This design comes from an exercise in tuning for small area on the open sky130 flow, not from production work.
At most, simulation tests tie the RTL to the original design; equivalence was not proved.
Power is estimated from default activity; no workload was simulated.

==> 04-28 <==
==> flow/design.v (excerpt) <==
module svm_core (
    input  wire        clk,
    input  wire        rst,
    input  wire [31:0] entry,
    input  wire [1:0]  break_mode,
    output wire        mem_req,
    output wire        mem_we,
    output wire [31:0] mem_addr,
    output wire [31:0] mem_wdata,
    input  wire        mem_ack,
    input  wire [31:0] mem_rdata,
    output wire        sys_req,
    output wire [2:0]  sys_n,
    output wire [31:0] sys_a0,
    output wire [31:0] sys_a1,
    output wire [31:0] sys_a2,
    output wire [31:0] sys_a3,
    input  wire        sys_ack,
    input  wire [31:0] sys_result,
    output wire        brk_valid,
    output wire [31:0] brk_addr,
    output wire [2:0]  status,
    output wire [31:0] trap_addr,
    output wire [31:0] trap_info,
    input  wire [4:0]  dbg_sel,
    output wire [31:0] dbg_data
);
export LEC_CHECK = 0
export CAP_MARGIN = 0
export CORE_MARGIN = 2
export CORE_UTILIZATION = 60
export SLEW_MARGIN = 0
export SYNTH_HIERARCHICAL = 1
create_clock -name core_clock -period 20.0 [get_ports {clk}]
standard.sh (not shown) runs the stock make flow with config.mk's settings and CLKGATE_MAP_FILE= SYNTH_SCRIPT=/design/flow/synth_recipe.tcl, a recipe that flattens the netlist after the stock synthesis.
==> flow/flow/run.sh <==
#!/bin/bash
# Own layout flow: the standard ORFS flow, with small port buffers, a
# leaner clock tree and gate downsizing after placement. Every tool's output
# goes to a log of its own.
set -euo pipefail
here=$(pwd)
export BUFFER_PORTS_ARGS="-buffer_cell sky130_fd_sc_hd__buf_1"
export CTS_ARGS="-sink_clustering_enable -repair_clock_nets -dont_use_dummy_load -sink_clustering_size 26 -sink_clustering_max_diameter 100"
export POST_RESIZE_TCL="$here/flow/recover.tcl"
bash standard.sh > standard_flow.log 2>&1
==> flow/flow/recover.tcl <==
# area recovery after placement resizing: downsize gates off the critical paths
estimate_parasitics -placement
repair_timing -recover_power 100 -verbose
==> inputs of 06-16, as changes to 04-28 <==
--- a/flow/design.v
+++ b/flow/design.v
@@ -149,51 +149,47 @@
     wire p_load   = (pair == 5'd19);
     wire p_store  = (pair == 5'd20);
     wire p_br     = std ? (pair >= 5'd21 && pair <= 5'd28) : (pair == 5'd21 || pair == 5'd22);
     wire p_call   = (pair == 5'd29);
     wire p_break  = (pair == 5'd30);
     wire p_mv     = cb && (pair == 5'd0);
     wire illegal  = std ? (pair == 5'd0 || pair == 5'd31)
                         : ((pair >= 5'd23 && pair <= 5'd28) || pair == 5'd31);
-    wire [2:0] po = pair[2:0];
+    wire [2:0] aop = pair[2:0] - 3'd1;           
     wire is_aluop = p_alu_r || p_alu_i;
-    wire is_shift = is_aluop && (po == 3'd6 || po == 3'd7 || po == 3'd0);
+    wire is_shift = is_aluop && (aop == 3'd5 || aop == 3'd6 || aop == 3'd7);
     wire is_pass  = p_mv || p_li || p_lui;
     wire is_alu   = (is_aluop && !is_shift) || is_pass;    
     wire use_imm  = p_alu_i || p_li || p_lui || p_load || p_store;
     wire [4:0] f_10_6  = IR[10:6];
     wire [4:0] f_15_11 = IR[15:11];
     wire [4:0] f_20_16 = IR[20:16];
     wire [4:0] f_8_6   = {2'b00, IR[8:6]};
     wire [4:0] f_11_9  = {2'b00, IR[11:9]};
     wire [2:0] n3     = std ? IR[18:16] : IR[11:9];
     wire       n_big  = std ? (|IR[31:19] || IR[18:16] > 3'd5) : (|IR[15:12] || IR[11:9] > 3'd5);
     wire       n_zero = (n3 == 3'd0) && !n_big;
     wire       n_x4   = (n3 == 3'd3 || n3 == 3'd5);    
     wire       n_nobuf = (n3 == 3'd4);
     wire [4:0] rd_f = (std || p_mv || p_alu_r) ? f_10_6 : f_8_6;
-    wire [3:0]  j4    = k[3:0];
-    wire [15:0] ir_hi = IR[31:16];
-    wire [6:0]  ir_c7 = IR[15:9];
-    wire [3:0]  ir_c4 = IR[15:12];
-    wire hi16 = ir_hi[j4];
-    wire c7   = ir_c7[j4[2:0]];
+    wire [3:0] j4 = k[3:0];
+    wire hi16 = IR[5'd16 + {1'b0, j4}];
     reg  imm_bit;
     always @(*) begin
         imm_bit = 1'b0;
         if (std) begin
             if (p_lui) imm_bit = k[4] & hi16;
             else       imm_bit = k[4] ? IR[31] : hi16;
         end else if (p_lui) begin
-            imm_bit = k[4] && !j4[3] && (j4[2:0] != 3'd7) && c7;
+            imm_bit = k[4] && (j4 < 4'd7) && IR[5'd9 + {1'b0, j4}];
         end else if (p_load || p_store || p_br) begin
-            imm_bit = (k[4:2] == 3'd0) ? ir_c4[k[1:0]] : IR[15];
+            imm_bit = (k < 5'd4) ? IR[5'd12 + k] : IR[15];
         end else begin
-            imm_bit = (k[4:3] == 2'd0 && k[2:0] != 3'd7) ? c7 : IR[15];
+            imm_bit = (k < 5'd7) ? IR[5'd9 + k] : IR[15];
         end
     end
     reg  [4:0] a_sel, b_sel;
     always @(*) begin
         if (S == S_TRAP)              a_sel = 5'd4;
         else if (p_call)              a_sel = n_x4 ? 5'd4 : 5'd5;
         else if (std)                 a_sel = p_br ? f_10_6 : f_15_11;
         else if (p_load || p_store)   a_sel = f_11_9;
@@ -211,46 +207,46 @@
         end
     endgenerate
     wire a_tap_n, b_tap_n;
     svm_mux32 u_ta (.d(taps), .s(a_sel), .o_n(a_tap_n));
     svm_mux32 u_tb (.d(taps), .s(b_sel), .o_n(b_tap_n));
     wire a_tap = ~a_tap_n;
     wire b_tap = ~b_tap_n;
     wire p_tap = taps[0];
-    wire br_zero  = p_br && (!std || po == 3'd5 || po == 3'd6);
-    wire br_sgn   = p_br && std && (po == 3'd1 || po == 3'd2);
-    wire br_usec  = (po == 3'd1 || po == 3'd2 || po == 3'd3 || po == 3'd4);
-    wire sub      = p_br || (is_aluop && po == 3'd2);
+    wire [2:0] bq = pair[2:0] - 3'd5;    
+    wire br_zero  = p_br && (!std || bq[2:1] == 2'b00);
+    wire br_sgn   = p_br && std && bq[2:1] == 2'b10;
+    wire sub      = p_br || (is_aluop && aop == 3'd1);
     wire b_raw    = use_imm ? imm_bit : (br_zero ? 1'b0 : b_tap);
     wire b_call   = n_nobuf ? 1'b0 : b_tap;
     wire b_op     = p_call ? b_call : b_raw;
     wire a_x      = a_tap ^ (br_sgn && ph31);
     wire b_x      = b_op ^ sub ^ (br_sgn && ph31);
     wire c_in     = (k == 5'd0) ? sub : c;
     wire sum      = a_x ^ b_x ^ c_in;
     wire c_out    = (a_x & b_x) | (a_x & c_in) | (b_x & c_in);
     reg  res;
     always @(*) begin
         if (is_pass)                                   res = b_op;
-        else if (is_aluop && po == 3'd3)               res = a_tap & b_op;
-        else if (is_aluop && po == 3'd4)               res = a_tap | b_op;
-        else if (is_aluop && po == 3'd5)               res = a_tap ^ b_op;
+        else if (is_aluop && aop == 3'd2)              res = a_tap & b_op;
+        else if (is_aluop && aop == 3'd3)              res = a_tap | b_op;
+        else if (is_aluop && aop == 3'd4)              res = a_tap ^ b_op;
         else                                           res = sum;
     end
     wire f1_in = ((k == 5'd0) ? 1'b0 : f1) | (p_call ? b_call : (a_tap ^ b_op));
     wire f2_in = ((k == 5'd0) ? 1'b0 : f2) | sum;
-    wire br_val = br_usec ? c : f1;
-    wire taken  = po[0] ? !br_val : br_val;
+    wire br_val = bq[2] ? c : f1;
+    wire taken  = bq[0] ? br_val : !br_val;
     wire buf_fault = f1_in & c_out & f2_in;
-    wire       sll     = (po == 3'd6);
+    wire       sll     = (aop == 3'd5);
     wire [4:0] kk      = sll ? k : ~k;
     wire       sh_ok   = (kk >= sreg);
     wire [4:0] sh_idx  = sll ? (5'd0 - sreg) : sreg;
-    wire       sh_fill = (po == 3'd0) & c;
+    wire       sh_fill = (aop == 3'd7) & c;
     wire       t_at_n;
     svm_mux32 u_tt (.d(T), .s(sh_idx), .o_n(t_at_n));
     wire       shres   = sh_ok ? ~t_at_n : sh_fill;
     wire ilen_bit = cb ? (k == 5'd1) : (k == 5'd2);
     reg  inc_bit;
     always @(*) begin
         if (S == S_TRAP)                   inc_bit = (k == 5'd1);
         else if (S == S_PC && p_br)        inc_bit = taken ? imm_bit : ilen_bit;
==> flow/run.sh (new file) <==
#!/bin/bash
# synth_recipe.tcl (not shown) runs the flow's synth.tcl, then flattens the netlist and writes it again
# the make line also repeats each setting of config.mk as NAME=value (left out here)
make -C /OpenROAD-flow-scripts/flow DESIGN_CONFIG=/design/flow/config.mk WORK_HOME=/design/flow/orfs CLKGATE_MAP_FILE= SYNTH_SCRIPT=/design/flow/synth_recipe.tcl finish
==> flow/config.mk (replaced) <==
export PLATFORM = sky130hd
export DESIGN_NAME = svm_core
export DESIGN_NICKNAME = svm_core
export VERILOG_FILES = /design/flow/design.v
export SDC_FILE = /design/flow/constraint.sdc
export NUM_CORES = 8
export LEC_CHECK = 0
export CAP_MARGIN = 20
export CORE_MARGIN = 2
export CORE_UTILIZATION = 60
export CTS_CLUSTER_DIAMETER = 100
export CTS_CLUSTER_SIZE = 26
export SLEW_MARGIN = 20
export SYNTH_HIERARCHICAL = 1
removed: flow/flow/run.sh
removed: flow/flow/recover.tcl
removed: flow/standard.sh
==> run summary <==
| item | 06-16 | 04-28 |
|---|---|---|
| Fill cells | 4588 | 4860 |
| Design Power | 3.786 mW | 4.424 mW |
| Crit share post-route | 64.77% | 66.39% |
| Status | complete, no violations | complete, no violations |
| Maximum number of pins on one net before global-route repair | 79 | 68 |
| Skew-Pair Late Insertion Delay | 660 ps | 650 ps |
| Power share of the clock group | 31.0% | 24.7% |
| Clock-pin slew reported for the worst setup and hold paths after clock tree synthesis | 100 ps | 90 ps |
| Power per cell area | 85.37 mW/mm^2 | 109.1 mW/mm^2 |
| Total number of multi-input combinational cells | 1554 | 1397 |
| Switching pwr | 0.8515 mW | 1.260 mW |
| Post-detailed-placement half-perimeter wirelength | 81720 um | 78480 um |
| Drt pass-1 iters | 12 | 14 |
| Total number of vias | 27170 | 25860 |
| Worst R2R Start | IR[2] | IR[3] |
| Share of total power consumed by net switching | 22.49% | 28.49% |
| Clock tree skew after final layout | 49.61 ps | 86.29 ps |
No functional check of the RTL was part of 06-16.

[re-timing with driven ports]
The results above use ideal ports. As a check the final layouts listed here were re-extracted and re-timed, cells and wires unchanged. Step 1 assumes that a clkbuf_16 drives the clock port and a buf_2 every other input. Step 2 adds t to the input delays and takes it off the output delays; t is the mean of the earliest and latest rising clock arrival at the registers after step 1. Input paths then give back, and output paths get back, about the clock's delay inside the block. Slacks: ideal ports / drivers / drivers and shift; pairs: ideal ports / drivers.
| run | shift t [ns] | setup slack, ns | slew at the worst register clock pin (ns) |
|---|---|---|---|
| 04-28 | 0.674 | 6.723 / 6.656 / 7.170 | 0.10 / 0.10 |
| 06-16 | 0.709 | 7.046 / 6.976 / 7.065 | 0.11 / 0.11 |
After both steps every run listed still meets setup and hold.
